This is an optimization exercise on Yosys and OpenROAD, whose aim is a short achievable clock period and few clock cycles, not a production implementation. Only simulation tests tie the RTL to the original design; equivalence was not proved. Power is estimated from default activity; no workload was simulated.

==> flow/design.v <==
module asd_jtag_engine (
    input  wire        clk,
    input  wire        rst,
    input  wire        start,
    input  wire [11:0] data_size,
    input  wire        hw_mode,
    input  wire        chain_multi,
    input  wire        wscan_enforce,
    output wire        ready,
    output reg         done,
    output reg  [7:0]  status,
    output reg  [11:0] pl_addr,
    input  wire [7:0]  pl_data,
    output reg         call_valid,
    output reg  [3:0]  call_op,
    output reg  [15:0] call_arg,
    output reg  [15:0] call_arg2,
    output reg  [63:0] call_tdi,
    input  wire        call_ack,
    input  wire        call_fail,
    input  wire [63:0] call_rdata,
    output reg         rsp_valid,
    output reg  [7:0]  rsp_data
);
    localparam [3:0] TAP_TLR      = 4'd0;
    localparam [3:0] TAP_IDLE     = 4'd1;
    localparam [3:0] TAP_PAUSE_DR = 4'd6;
    localparam [3:0] TAP_PAUSE_IR = 4'd13;
    localparam [6:0] PIN_MUX_SELECT = 7'd16;
    localparam [6:0] EVENT_INDEX_LIMIT = 7'd48;
    localparam [3:0] C_SET_TAP_STATE  = 4'd1;
    localparam [3:0] C_SHIFT          = 4'd2;
    localparam [3:0] C_SET_TCK        = 4'd3;
    localparam [3:0] C_SET_PADDING    = 4'd4;
    localparam [3:0] C_WAIT_CYCLES    = 4'd5;
    localparam [3:0] C_TAP_RESET      = 4'd6;
    localparam [3:0] C_SET_CHAIN      = 4'd7;
    localparam [3:0] C_PIN_WRITE      = 4'd8;
    localparam [3:0] C_PIN_READ       = 4'd9;
    localparam [3:0] C_WAIT_PRDY      = 4'd10;
    localparam [3:0] C_WAIT_SYNC      = 4'd11;
    localparam [3:0] C_EVENT_CONFIG   = 4'd12;
    localparam [7:0] ST_SUCCESS   = 8'h00;
    localparam [7:0] ST_JTAG_FAIL = 8'h2A;
    localparam [4:0] S_IDLE      = 5'd0;
    localparam [4:0] S_FETCH     = 5'd1;
    localparam [4:0] S_OP_W      = 5'd2;
    localparam [4:0] S_OP_D      = 5'd3;
    localparam [4:0] S_DECODE    = 5'd4;
    localparam [4:0] S_OPND_W    = 5'd5;
    localparam [4:0] S_OPND_D    = 5'd6;
    localparam [4:0] S_EXEC      = 5'd7;
    localparam [4:0] S_CALL      = 5'd8;
    localparam [4:0] S_MUX_PIN   = 5'd9;
    localparam [4:0] S_EMIT      = 5'd10;
    localparam [4:0] S_LA_START  = 5'd11;
    localparam [4:0] S_LA1_W     = 5'd12;
    localparam [4:0] S_LA1_D     = 5'd13;
    localparam [4:0] S_LA2_W     = 5'd14;
    localparam [4:0] S_LA2_D     = 5'd15;
    localparam [4:0] S_SHIFT     = 5'd16;
    localparam [4:0] S_FAIL      = 5'd17;
    reg [4:0]  state;
    reg [11:0] total;
    reg        m_hw_mode;
    reg        m_chain_multi;
    reg        m_wscan_enforce;
    reg [11:0] pc;
    reg [3:0]  tap_state;
    reg [7:0]  prdy_timeout;
    reg [7:0]  op;
    reg [63:0] opnd;           
    reg [3:0]  opnd_cnt;       
    reg [3:0]  opnd_idx;       
    reg [3:0]  end_state;
    reg [71:0] ebuf;
    reg [3:0]  ecnt;
    assign ready = (state == S_IDLE);
    wire [5:0] n6        = op[5:0];
    wire [6:0] num_bits  = (n6 == 6'd0) ? 7'd64 : {1'b0, n6};
    wire [6:0] num_bits_up = num_bits + 7'd7;
    wire [3:0] num_bytes   = num_bits_up[6:3];
    wire is_tap_state = (op[7:4] == 4'h2);
    wire is_wscan     = (op[7:6] == 2'b01);
    wire is_rscan     = (op[7:6] == 2'b10);
    wire is_rwscan    = (op[7:6] == 2'b11);
    wire is_scan      = is_wscan | is_rscan | is_rwscan;
    reg       op_legal;
    reg [3:0] op_opnd_len;    
    always @(*) begin
        op_legal    = 1'b1;
        op_opnd_len = 4'd0;
        if (is_scan) begin
            op_opnd_len = (is_rscan) ? 4'd0 : num_bytes;
        end else if (is_tap_state) begin
            op_opnd_len = 4'd0;
        end else begin
            case (op)
                8'h00, 8'h01, 8'h02, 8'h03,
                8'h06, 8'h07,
                8'h08, 8'h09, 8'h0A, 8'h0B,
                8'h0C, 8'h0D, 8'h0E, 8'h0F,
                8'h10, 8'h11:            op_opnd_len = 4'd1;
                8'h04, 8'h05:            op_opnd_len = 4'd2;
                8'h12, 8'h13, 8'h14:     op_opnd_len = 4'd0;
                8'h19:                   op_opnd_len = 4'd4;
                default:                 op_legal    = 1'b0;
            endcase
        end
    end
    wire [7:0]  d0 = opnd[7:0];
    wire [15:0] v16_lo = opnd[15:0];
    wire [15:0] v16_hi = opnd[31:16];
    wire [6:0] jtag_div  = (d0[5:0] == 6'd0) ? 7'd64 : {1'b0, d0[5:0]};
    wire [9:0] jtag_tck  = {3'b000, jtag_div} << d0[7:6];
    wire [8:0] wait_n    = (d0 == 8'd0) ? 9'd256 : {1'b0, d0};
    wire [4:0] multi_k   = {1'b0, d0[3:0]} + 5'd1;
    wire la_is_tap   = (pl_data[7:4] == 4'h2);
    wire la_skip2    = (pl_data == 8'h00) || (pl_data == 8'h01) ||
                       (pl_data == 8'h02) || (pl_data == 8'h03) ||
                       (pl_data == 8'h10) || (pl_data == 8'h11);
    wire la_skip3    = (pl_data == 8'h04) || (pl_data == 8'h05);
    wire la_adopt    = (pl_data[3:0] == TAP_PAUSE_DR) ||
                       (pl_data[3:0] == TAP_PAUSE_IR) ||
                       (pl_data[3:0] == TAP_IDLE);
    wire la_seq_ok   = (is_wscan  && (pl_data[7:6] == 2'b01)) ||
                       (is_rscan  && (pl_data[7:6] == 2'b10)) ||
                       (is_rwscan && (pl_data[7:6] == 2'b11)) ||
                       (is_wscan  && !m_wscan_enforce);
    wire [12:0] la_next2 = {1'b0, pl_addr} + 13'd2;
    wire [12:0] la_next3 = {1'b0, pl_addr} + 13'd3;
    always @(posedge clk) begin
        if (rst) begin
            state        <= S_IDLE;
            tap_state    <= TAP_TLR;
            prdy_timeout <= 8'd0;
            done         <= 1'b0;
            status       <= ST_SUCCESS;
            call_valid   <= 1'b0;
            rsp_valid    <= 1'b0;
            rsp_data     <= 8'd0;
            pl_addr      <= 12'd0;
            total        <= 12'd0;
            pc           <= 12'd0;
            op           <= 8'd0;
            opnd         <= 64'd0;
            opnd_cnt     <= 4'd0;
            opnd_idx     <= 4'd0;
            end_state    <= TAP_TLR;
            ebuf         <= 72'd0;
            ecnt         <= 4'd0;
            m_hw_mode       <= 1'b0;
            m_chain_multi   <= 1'b0;
            m_wscan_enforce <= 1'b0;
            call_op      <= 4'd0;
            call_arg     <= 16'd0;
            call_arg2    <= 16'd0;
            call_tdi     <= 64'd0;
        end else begin
            done      <= 1'b0;
            rsp_valid <= 1'b0;
            case (state)
                S_IDLE: begin
                    if (start) begin
                        total           <= data_size;
                        m_hw_mode       <= hw_mode;
                        m_chain_multi   <= chain_multi;
                        m_wscan_enforce <= wscan_enforce;
                        pc              <= 12'd0;
                        state           <= S_FETCH;
                    end
                end
                S_FETCH: begin
                    if (pc >= total) begin
                        done   <= 1'b1;
                        status <= ST_SUCCESS;
                        state  <= S_IDLE;
                    end else begin
                        pl_addr <= pc;
                        state   <= S_OP_W;
                    end
                end
                S_OP_W: state <= S_OP_D;
                S_OP_D: begin
                    op    <= pl_data;
                    pc    <= pc + 12'd1;
                    state <= S_DECODE;
                end
                S_DECODE: begin
                    if (!op_legal) begin
                        state <= S_FAIL;
                    end else if ({1'b0, pc} + {9'd0, op_opnd_len} > {1'b0, total}) begin
                        state <= S_FAIL;                  
                    end else if (op_opnd_len == 4'd0) begin
                        opnd  <= 64'd0;
                        state <= S_EXEC;
                    end else begin
                        opnd     <= 64'd0;
                        opnd_cnt <= op_opnd_len;
                        opnd_idx <= 4'd0;
                        pl_addr  <= pc;
                        state    <= S_OPND_W;
                    end
                end
                S_OPND_W: state <= S_OPND_D;
                S_OPND_D: begin
                    opnd[opnd_idx*8 +: 8] <= pl_data;
                    pc       <= pc + 12'd1;
                    opnd_idx <= opnd_idx + 4'd1;
                    opnd_cnt <= opnd_cnt - 4'd1;
                    if (opnd_cnt == 4'd1) begin
                        state <= S_EXEC;
                    end else begin
                        pl_addr <= pc + 12'd1;
                        state   <= S_OPND_W;
                    end
                end
                S_EXEC: begin
                    state <= S_CALL;
                    call_arg  <= 16'd0;
                    call_arg2 <= 16'd0;
                    if (is_scan) begin
                        state <= S_LA_START;
                    end else if (is_tap_state) begin
                        call_op    <= C_SET_TAP_STATE;
                        call_arg   <= {12'd0, op[3:0]};
                        call_valid <= 1'b1;
                        tap_state  <= op[3:0];
                    end else begin
                        case (op)
                            8'h00: begin
                                if (d0[6:0] < EVENT_INDEX_LIMIT) begin
                                    call_op    <= C_EVENT_CONFIG;
                                    call_arg   <= {9'd0, d0[6:0]};
                                    call_arg2  <= {15'd0, d0[7]};
                                    call_valid <= 1'b1;
                                end else begin
                                    state <= S_FETCH;
                                end
                            end
                            8'h01: begin
                                call_op    <= C_SET_TCK;
                                call_arg   <= {6'd0, jtag_tck};
                                call_valid <= 1'b1;
                            end
                            8'h02, 8'h03: begin
                                call_op    <= C_SET_PADDING;
                                call_arg   <= {8'd0, d0};
                                call_arg2  <= {14'd0, op[1:0] - 2'd2};
                                call_valid <= 1'b1;
                            end
                            8'h04, 8'h05: begin
                                call_op    <= C_SET_PADDING;
                                call_arg   <= v16_lo;
                                call_arg2  <= {14'd0, op[1:0] - 2'd2};
                                call_valid <= 1'b1;
                            end
                            8'h06: begin
                                prdy_timeout <= d0;
                                state        <= S_FETCH;
                            end
                            8'h07: begin
                                if (!d0[6]) begin
                                    call_op    <= C_PIN_WRITE;
                                    call_arg   <= {10'd0, d0[5:0]};
                                    call_arg2  <= {15'd0, d0[7]};
                                    call_valid <= 1'b1;
                                end else if (!m_chain_multi) begin
                                    if (d0[3:0] >= 4'd2) begin
                                        state <= S_FAIL;    
                                    end else begin
                                        call_op    <= C_SET_CHAIN;
                                        call_arg   <= {15'd0, d0[0]};
                                        call_valid <= 1'b1;
                                    end
                                end else begin
                                    if ({1'b0, pc} + {8'd0, multi_k} > {1'b0, total}) begin
                                        state <= S_FAIL;
                                    end else begin
                                        pc    <= pc + {7'd0, multi_k};
                                        state <= S_FETCH;
                                    end
                                end
                            end
                            8'h08, 8'h09, 8'h0A, 8'h0B,
                            8'h0C, 8'h0D, 8'h0E, 8'h0F: begin
                                call_op    <= C_PIN_READ;
                                call_arg   <= {9'd0, d0[6:0]};
                                call_valid <= 1'b1;
                            end
                            8'h10, 8'h11: begin
                                call_op    <= C_WAIT_CYCLES;
                                call_arg   <= {7'd0, wait_n};
                                call_arg2  <= {15'd0, op[0]};
                                call_valid <= 1'b1;
                            end
                            8'h12: begin
                                call_op    <= C_WAIT_PRDY;
                                call_arg   <= {8'd0, prdy_timeout};
                                call_valid <= 1'b1;
                            end
                            8'h13: begin
                                state <= S_FETCH;           
                            end
                            8'h14: begin
                                call_op    <= C_TAP_RESET;
                                call_valid <= 1'b1;
                                tap_state  <= TAP_TLR;
                            end
                            8'h19: begin
                                call_op    <= C_WAIT_SYNC;
                                call_arg   <= v16_lo;
                                call_arg2  <= v16_hi;
                                call_valid <= 1'b1;
                            end
                            default: state <= S_FAIL;
                        endcase
                    end
                end
                S_CALL: begin
                    if (call_ack) begin
                        call_valid <= 1'b0;
                        if (call_fail) begin
                            state <= S_FAIL;
                        end else if (call_op == C_SET_CHAIN) begin
                            state <= S_MUX_PIN;
                        end else if (call_op == C_PIN_READ) begin
                            ebuf  <= {56'd0, call_rdata[0], d0[6:0], op};
                            ecnt  <= 4'd2;
                            state <= S_EMIT;
                        end else if (call_op == C_SHIFT && !is_wscan) begin
                            ebuf  <= {call_rdata, op};
                            ecnt  <= num_bytes + 4'd1;
                            state <= S_EMIT;
                        end else begin
                            state <= S_FETCH;
                        end
                    end
                end
                S_MUX_PIN: begin
                    call_op    <= C_PIN_WRITE;
                    call_arg   <= {9'd0, PIN_MUX_SELECT};
                    call_arg2  <= {15'd0, d0[0]};
                    call_valid <= 1'b1;
                    state      <= S_CALL;
                end
                S_EMIT: begin
                    rsp_valid <= 1'b1;
                    rsp_data  <= ebuf[7:0];
                    ebuf      <= {8'd0, ebuf[71:8]};
                    ecnt      <= ecnt - 4'd1;
                    if (ecnt == 4'd1)
                        state <= S_FETCH;
                end
                S_LA_START: begin
                    end_state <= tap_state;
                    if (pc >= total) begin
                        state <= S_SHIFT;
                    end else begin
                        pl_addr <= pc;
                        state   <= S_LA1_W;
                    end
                end
                S_LA1_W: state <= S_LA1_D;
                S_LA1_D: begin
                    if (la_is_tap) begin
                        end_state <= pl_data[3:0];
                        if (m_hw_mode && (pc + 12'd1 < total)) begin
                            pl_addr <= pc + 12'd1;
                            state   <= S_LA2_W;
                        end else begin
                            state <= S_SHIFT;
                        end
                    end else if (la_seq_ok) begin
                        state <= S_SHIFT;
                    end else begin
                        state <= S_FAIL;                  
                    end
                end
                S_LA2_W: state <= S_LA2_D;
                S_LA2_D: begin
                    if (la_skip2) begin
                        if (la_next2 < {1'b0, total}) begin
                            pl_addr <= la_next2[11:0];
                            state   <= S_LA2_W;
                        end else begin
                            state <= S_SHIFT;
                        end
                    end else if (la_skip3) begin
                        if (la_next3 < {1'b0, total}) begin
                            pl_addr <= la_next3[11:0];
                            state   <= S_LA2_W;
                        end else begin
                            state <= S_SHIFT;
                        end
                    end else begin
                        if (la_is_tap && la_adopt)
                            end_state <= pl_data[3:0];
                        state <= S_SHIFT;
                    end
                end
                S_SHIFT: begin
                    call_op    <= C_SHIFT;
                    call_arg   <= {6'd0, !is_rscan, !is_wscan, 1'b0, num_bits};
                    call_arg2  <= {12'd0, end_state};
                    call_tdi   <= opnd;
                    call_valid <= 1'b1;
                    tap_state  <= end_state;
                    state      <= S_CALL;
                end
                S_FAIL: begin
                    done   <= 1'b1;
                    status <= ST_JTAG_FAIL;
                    state  <= S_IDLE;
                end
                default: state <= S_IDLE;
            endcase
        end
    end
endmodule
==> flow/run.sh <==
#!/bin/bash
# synth_recipe.tcl (not shown) runs the flow's synth.tcl, then flattens the netlist and writes it again
# the make line also repeats each setting of config.mk as NAME=value (left out here)
make -C /OpenROAD-flow-scripts/flow DESIGN_CONFIG=/design/flow/config.mk WORK_HOME=/design/flow/orfs CLKGATE_MAP_FILE= SYNTH_SCRIPT=/design/flow/synth_recipe.tcl finish
==> flow/config.mk <==
export PLATFORM = sky130hd
export DESIGN_NAME = asd_jtag_engine
export DESIGN_NICKNAME = asd_jtag_engine
export VERILOG_FILES = /design/flow/design.v
export SDC_FILE = /design/flow/constraint.sdc
export NUM_CORES = 4
export LEC_CHECK = 0
export CAP_MARGIN = 20
export CORE_MARGIN = 2
export CORE_UTILIZATION = 40
export SLEW_MARGIN = 20
==> flow/constraint.sdc <==
create_clock -name core_clock -period 6.0 [get_ports {clk}]
set_input_delay 1.2000 -clock core_clock [delete_from_list [all_inputs] [get_ports {clk}]]
set_output_delay 1.2000 -clock core_clock [all_outputs]
set_load 0.01 [all_outputs]
==> flow_summary.toml <==
[outcome]
status = "complete, no violations"

[routing]
wirelength_um = 61000
drc_errors = 0
drt_first_iter_violations = 1421
ant_nets = 0
wl_per_cell_um = 20.3
detail_route.first_pass.iterations = 8
via_per_inst = 5.81
vias = 17400

[synthesis]
async_reset_ff_share_pct = 0
ys_ff_latch = 332
netlist_area_um2 = 17800
yosys-top-cells-count = "nand2_1 (360), dfxtp_1 (332), nor2_1 (239), a21oi_1 (212), clkbuf_1 (145)"
synthFlopType = "dfxtp_1"
post-synth-top-count-cell = "nand2_1"
ys_warn_count = 1
synth_area_leaders = "dfxtp_1 (37%), nand2_1 (7.6%), ha_1 (6.5%)"
ys_seq_area_share_pct = 37.4
ys_types = 89
yosysTopAreaCellShare_pct = 37.4
synthCells = 2253
synth_largest_area_cell = "dfxtp_1"
synth_edf_count = 0
avgSynthCellArea_um2 = 7.89

[min_path]
hold_class = "flip-flop to flip-flop"
hold_start = "call_tdi[41]"

[sta]
final.setup.tns_ps = 0
rsz0062_at_grt = "no"
period_minus_slack_ps = 5280
maxSlewViolCount = 0
setup_viol = 0
hold_viol = 0
clock_skew_ps = 18.9
timing.fmax_ghz = 0.189
period_share_pct = 88.0
worst_pin_slew_ps = 1020
max_slew_margin_pct = 32.1
fin_ws_ps = 722

[pwr]
seqPwrFrac_pct = 43.1
internal_power_uw = 3850
pwr-share-clk_pct = 41.3
sw_frac_of_total_pct = 28.5
power_density_nw_per_um2 = 249
p_leak_uw = 0.00791
pwr-share-comb_pct = 15.5
ir_drop_mv = 0.177
p_sw_uw = 1540

[final_layout]
drive_above_1_share_pct = 5.94
design_area_um2 = 21600
area_growth_pct = 21.4
layout.nets = 2569
n_fill_cell = 4400

[floorplan]
coreArea_um2 = 44000
num_rows = 77
die_w_um = 215
die_area_um2 = 46200
ios = 224
start_util_pct = 40.4
die_height_um = 215

[clocking]
clock_latency_ps = 560
ctsHtreeMaxLevel = 2
hold_buffers = 0
post_cts_buffers = 0
cts_sinks = 332
cts_inserted_buffers = 38
clkTransAtPathRegs_ps = 60
cts-root-buf = "clkbuf_16"
cts_resized = 0
cts_tree = "yes"
cts_buffer_depth = 3

[grt]
grt_pass1_wl_um = 95400
overflow = 0
grt_max_degree = 76
grt_pass1_vias = 16700
antenna_found_initial = 0
track_usage_pct = 25.7

[worst_setup_path]
critPathRequiredTime_ps = 6460
worstReg2RegStart = "op[3]"
reg2reg_slack_ps = 720
crit_arrival_ps = 5730
start_kind = "flip-flop"
end_kind = "flip-flop"
cp_max_fo = 25
cp-startpoint = "op[3]"
worstSetupPathType = "flip-flop to flip-flop"

[flow_run]
drv_cap = 0

[placed_design]
gp_congestion = 0.923
place.port_buffers = 218
place_ws_ps = 823
dp_hpwl_um = 43500
dpl_cell_area_um2 = 20400
## placed cells by master, fill, tap and decap left out, types with 20 or more instances in the layout
cell type and instances:
nand2_1 359, mux2i_1 32, ha_1 93, o21ai_0 72
a31oi_1 20, nor3_1 44, clkbuf_16 38, nor2_1 238
a311oi_1 62, buf_4 46, xnor2_1 27, a22oi_1 29
nand3_1 119, xor2_1 33, a22o_1 57, nor2b_1 26
clkdlybuf4s50_1 217, inv_1 47, dfxtp_1 332, a211oi_1 28
a21oi_1 212
## routing by layer
metal | wire (um) | track usage (%)
met4 | 2210 | 10.1
met1 | 27200 | 35.0
met2 | 27300 | 40.4
met3 | 4220 | 4.47
met5 | 0 | 0
## path summary, 6_finish.rpt
| path | depth (start not counted) | end |
|---|---|---|
| setup / recovery | 21 | pl_addr[0] |
| hold / removal | 2 | call_tdi[41] |
| setup reg to reg | 21 | pl_addr[0] |
| hold reg to reg | 2 | call_tdi[41] |
## critical path, stage by stage, from the launching register on
cell       delay, ps
dfxtp_1          310
buf_4            270
o31a_1           290
xor2_1           220
a22o_1           360
ha_1             300
a21o_1           150
a21oi_1          220
nor2b_1          100
o2111ai_1        320
nor2_1           100
xor2_1           160
ha_1             300
nand3_1          130
nor2_1            60
or4_1            520
o21bai_1         240
a21oi_1          150
a2111oi_2        310
buf_4            250
o211ai_1         100
a221oi_1         310
## state kept, by name, indices dropped and copies added (netlist names), 5 cells and up, named ones only
name / flops
call_tdi: 64
pl_addr: 12
call_arg2: 16
rsp_data: 8
opnd: 64
op: 8
call_arg: 16
total: 12
prdy_timeout: 8
pc: 12
ebuf: 72
state: 5
## stage by stage
step	instances	total power [uW]	hold slack, ps	utilization [%]
after floorplan	2257	2870	432	-
after detailed placement	2933	3190	447	46.3
after global routing	3001	5620	471	49.0
after CTS	3000	5430	454	49.0
final	3002	5380	453	49.0
after global placement	2933	3170	444	46.3
## area by class of cell
type | count | area (um^2) | area share [%]
sequential | 332 | 6650 | 30.8
clock inverter | 15 | 105 | 0.487
tap | 592 | 741 | 3.43
clock buffer | 52 | 1070 | 4.97
timing repair buffer | 266 | 2570 | 11.9
multi-input combinational | 1696 | 10300 | 47.6
inverter | 48 | 180 | 0.835
antenna | 1 | 2.50 | 0.0116
## power by group through the flow
| stage | clock network [uW] | registers [uW] | logic, uW |
|---|---|---|---|
| 2_1_floorplan | 0 | 2330 | 543 |
| 3_3_place_gp | 0 | 2370 | 807 |
| 3_5_place_dp | 0 | 2370 | 826 |
| 4_1_cts | 2280 | 2320 | 831 |
| 5_1_grt | 2370 | 2320 | 926 |
| 6_report | 2220 | 2320 | 837 |
## logic make-up after synthesis
| logic type | after synthesis | share of synthesized area (%) |
|---|---|---|
| AO/OA/AOI/OAI | 610 | 23.4 |
| adder cells (fa/ha/maj) | 95 | 6.77 |
| flip-flops | 332 | 37.4 |
| XOR/XNOR | 60 | 2.96 |
| buffers and inverters | 229 | 5.14 |
| AND/OR/NAND/NOR | 888 | 22.2 |
| other | 1 | 0.0211 |
| multiplexers | 38 | 2.18 |
Testbench counts, summed over its fixed seeds: cycles 383,560.

-- port drivers added, routing unchanged --
The results above use ideal ports. As a check the final layout listed here was re-extracted and re-timed, cells and wires unchanged.
Step 1, drivers: a clkbuf_16 drives clk and a buf_2 each remaining input, both assumed.
Step 2 moves the port delays by t, midway between the first and last clock arrival at a register: inputs arrive t later, outputs are due t later. That takes back most of the time a late clock gives input paths.
Three values: ideal, step 1, step 2; two values: the first two.
t, ns: 0.605
slack for setup (ns): 0.722 / 0.722 / 0.722
worst setup path after step 2: register to register
After both steps setup and hold are still met in this run. For this run, drivers alone change the setup slack by 0.000 ns; drivers and shift together by 0.000 ns.
